What follows belongs to an exercise in optimizing a design on an open flow for small area; a production flow would make more cautious choices. In this exercise RTL edits were held to simulation tests only and were not proved equivalent to the original.

== run A ==
// pms_codec
module pms_codec #(
    parameter STRICT_LEN = 0
) (
    input             clk,
    input             rst,         
    input             req_valid,
    input      [31:0] req,
    output reg        rsp_valid,
    output reg [15:0] rsp_data
);
    localparam [7:0] START1 = 8'h42;
    localparam [7:0] START2 = 8'h4D;
    wire [3:0] func = req[31:28];
    wire fire = req_valid && !rst;
    wire mid_zero  = (req[27:8] == 20'd0);
    wire is_push   = fire && (func == 4'h1) && mid_zero;
    wire is_clr    = fire && (func == 4'h2) && mid_zero && (req[7:0] == 8'd0);
    wire is_decode = fire && (func == 4'h3) && mid_zero && (req[7:0] == 8'd0);
    wire is_encode = fire && (func == 4'h4) && (req[27:24] == 4'd0);
    wire is_regrd  = fire && (func == 4'h5) && mid_zero;
    wire [7:0] byte_in = req[7:0];
    reg [5:0]  rx_cnt;
    reg        rx_ovf;
    reg        d_done;
    reg        d_ok;
    reg        good;           
    reg [12:0] acc;            
    reg [7:0]  stage [0:23];   
    reg [15:0] meas  [0:11];
    wire cnt_full = rx_cnt[5];               
    wire push_in  = is_push && !cnt_full;
    wire at0      = (rx_cnt[4:0] == 5'd0);
    wire at1      = (rx_cnt[4:0] == 5'd1);
    wire at30     = (rx_cnt[4:0] == 5'd30);
    wire at31     = (rx_cnt[4:0] == 5'd31);
    wire m_st1  = (byte_in == START1);
    wire m_st2  = (byte_in == START2);
    wire m_cshi = (byte_in == {3'd0, acc[12:8]});
    wire m_cslo = (byte_in == acc[7:0]);
    wire match  = at0 ? m_st1 : at1 ? m_st2 : at30 ? m_cshi : at31 ? m_cslo : 1'b1;
    wire good_nxt = (at0 || good) && match;
    wire frame_ok = cnt_full && !rx_ovf && good;
    always @(posedge clk) begin
        if (rst) begin
            rx_ovf <= 1'b0;
            d_done <= 1'b0;
            d_ok   <= 1'b0;
        end else if (is_push) begin
            if (cnt_full)
  ...
Size in the first run: about 730 cells after synthesis, ~52 I/O pins.
export LEC_CHECK = 0
export CAP_MARGIN = 20
export CORE_MARGIN = 2
export CORE_UTILIZATION = 40
export SLEW_MARGIN = 20
export SYNTH_HIERARCHICAL = 1
create_clock -name core_clock -period 12.0 [get_ports {clk}]
standard.sh (not shown) runs the stock make flow with config.mk's settings and CLKGATE_MAP_FILE= SYNTH_SCRIPT=/design/flow/synth_recipe.tcl, a recipe that flattens the netlist after the stock synthesis.
==> flow/flow/run.sh <==
#!/bin/bash
# Standard layout, with two changes made through ORFS's own variables:
#  * the port buffers are sky130_fd_sc_hd__buf_1 (every port still gets one);
#  * clock tree synthesis runs without dummy loads.
# Each step's full output is in orfs/logs/; make's own output is in make.log.
set -euo pipefail
cts_args="-sink_clustering_enable -repair_clock_nets -dont_use_dummy_load"
cts_args="$cts_args -buf_list sky130_fd_sc_hd__clkbuf_4 -sink_clustering_size 10 -sink_clustering_max_diameter 45"
bash standard.sh \
    "BUFFER_PORTS_ARGS=-buffer_cell sky130_fd_sc_hd__buf_1" \
    "CTS_ARGS=$cts_args" \
    finish > make.log 2>&1
Relative to run A, the following input files were edited for run B:
--- a/flow/design.v
+++ b/flow/design.v
@@ -83,23 +83,23 @@
             if (ga == 0)
                 pms_ha u_ha (.a(acc_a[ga]), .b(acc_b[ga]), .s(acc_nxt[ga]), .co(acc_c[ga + 1]));
             else if (ga < 8)
                 pms_fa u_fa (.a(acc_a[ga]), .b(acc_b[ga]), .c(acc_c[ga]),
                              .s(acc_nxt[ga]), .co(acc_c[ga + 1]));
             else
                 pms_ha u_ha (.a(acc_a[ga]), .b(acc_c[ga]), .s(acc_nxt[ga]), .co(acc_c[ga + 1]));
         end
     endgenerate
     always @(posedge clk)
         acc <= acc_nxt;
-    wire shift_in = push_in && (rx_cnt[4:0] >= 5'd4) && (rx_cnt[4:0] <= 5'd27);
+    wire shift_in = push_in && (rx_cnt[4:2] != 3'b111);
     integer i;
     always @(posedge clk) begin
         if (shift_in) begin
             for (i = 0; i < 23; i = i + 1)
                 stage[i] <= stage[i + 1];
             stage[23] <= byte_in;
         end
     end
     integer k;
     always @(posedge clk) begin
         if (is_decode && frame_ok) begin
@@ -142,49 +142,49 @@
     wire cs_q7 = cs_s[6] | cs_q6;
     assign tx_csum[0] = cs_s[0];
     pms_ha    u_cs1 (.a(cs_s[1]), .b(tx_op[1]), .s(tx_csum[1]), .co(cs_q2));
     pms_ha    u_cs2 (.a(cs_s[2]), .b(cs_q2), .s(tx_csum[2]), .co(cs_q3));
     pms_ha    u_cs3 (.a(cs_s[3]), .b(cs_q3), .s(tx_csum[3]), .co(cs_q4));
     pms_xnor2 u_cs4 (.a(cs_s[4]), .b(cs_q4), .y(tx_csum[4]));
     pms_xnor2 u_cs5 (.a(cs_s[5]), .b(cs_q5), .y(tx_csum[5]));
     pms_xnor2 u_cs6 (.a(cs_s[6]), .b(cs_q6), .y(tx_csum[6]));
     pms_ha    u_cs7 (.a(cs_s[7]), .b(cs_q7), .s(tx_csum[7]), .co(cs_q8));
     pms_xnor2 u_cs8 (.a(cs_c[8]), .b(cs_q8), .y(tx_csum[8]));
     assign tx_csum[9] = cs_c[8] | cs_q8;
-    reg [5:0] rd_num;
-    always @(posedge clk) begin
-        rd_num <= req[5:0];
+    reg [4:0] rd_num;
+    always @(posedge clk) begin
+        rd_num <= {req[4], req[4] ? req[3] : req[5], req[2:0]};
         if (rst)
             rsp_valid <= 1'b0;
         else
             rsp_valid <= is_regrd;
     end
     wire [11:0] sm;                  
     wire [6:0]  st;                  
     wire [2:0]  ss;                  
     genvar gs;
     generate
         for (gs = 0; gs < 12; gs = gs + 1) begin : g_sm
             if (gs < 8)
                 assign sm[gs] = rd_num[4] && !rd_num[3] && (rd_num[2:0] == gs);
             else
                 assign sm[gs] = rd_num[4] && rd_num[3] && (rd_num[1:0] == gs - 8);
         end
         for (gs = 0; gs < 6; gs = gs + 1) begin : g_st
-            assign st[gs] = !rd_num[4] && rd_num[5] && (rd_num[2:0] == gs);
-        end
-    endgenerate
-    assign st[6] = !rd_num[4] && rd_num[5] && (rd_num[2:1] == 2'b11);
-    assign ss[0] = !rd_num[4] && !rd_num[5] && (rd_num[1:0] == 2'd0);
-    assign ss[1] = !rd_num[4] && !rd_num[5] && (rd_num[1:0] == 2'd1);
-    assign ss[2] = !rd_num[4] && !rd_num[5] && rd_num[1];
+            assign st[gs] = !rd_num[4] && rd_num[3] && (rd_num[2:0] == gs);
+        end
+    endgenerate
+    assign st[6] = !rd_num[4] && rd_num[3] && (rd_num[2:1] == 2'b11);
+    assign ss[0] = !rd_num[4] && !rd_num[3] && (rd_num[1:0] == 2'd0);
+    assign ss[1] = !rd_num[4] && !rd_num[3] && (rd_num[1:0] == 2'd1);
+    assign ss[2] = !rd_num[4] && !rd_num[3] && rd_num[1];
     genvar gb, gk;
     generate
         for (gb = 0; gb < 8; gb = gb + 1) begin : g_hi
             wire [3:0] n;
             for (gk = 0; gk < 4; gk = gk + 1) begin : g_k
                 pms_aoi222 u_aoi (
                     .a1(sm[3 * gk]),     .a2(meas[3 * gk][8 + gb]),
                     .b1(sm[3 * gk + 1]), .b2(meas[3 * gk + 1][8 + gb]),
                     .c1(sm[3 * gk + 2]), .c2(meas[3 * gk + 2][8 + gb]),
                     .y(n[gk]));
             end
Findings:
Run A leaves less setup margin than run B.
Cmp run B vs run A: die outline area lower in run B
Post-synthesis cell type count, run B vs run A: down by a little under 10%
Between run A and run B, the fraction of the mapped netlist area in simple logic gates does not differ in any meaningful way.
Any difference in critical path required time between run A and run B is small enough to ignore.
Compared with run A, in run B detailed-route wire length moved down, relative slew slack moved up, fmax moved up.
Of run B and run A, it is run B that has the lower share of the clock period used by the worst path after layout.

-- separate check: timing with driven ports --
The flow's constraints put no driver on any port. The routed layouts listed below were extracted and timed again, unchanged, in two steps.
Step 1, drivers: a clkbuf_16 drives clk and a buf_2 each remaining input, both assumed.
Step 2 also shifts input and output timing later by t, the mid clock arrival at the registers, as if the neighbouring blocks saw the same clock.
Slacks: ideal / step 1 / step 2; pairs: ideal / step 1.
| run | shift t [ns] | setup WS [ns] | worst setup path after step 2 | slew at the worst register clock pin (ns) | worst slew at a driven data input, ns |
|---|---|---|---|---|---|
| run A | 0.699 | 4.003 / 3.960 / 4.608 | input to register | 0.11 / 0.11 | 0.03 |
| run B | 0.718 | 4.043 / 3.998 / 4.639 | input to register | 0.11 / 0.11 | 0.04 |
After both steps every run listed still meets setup and hold.
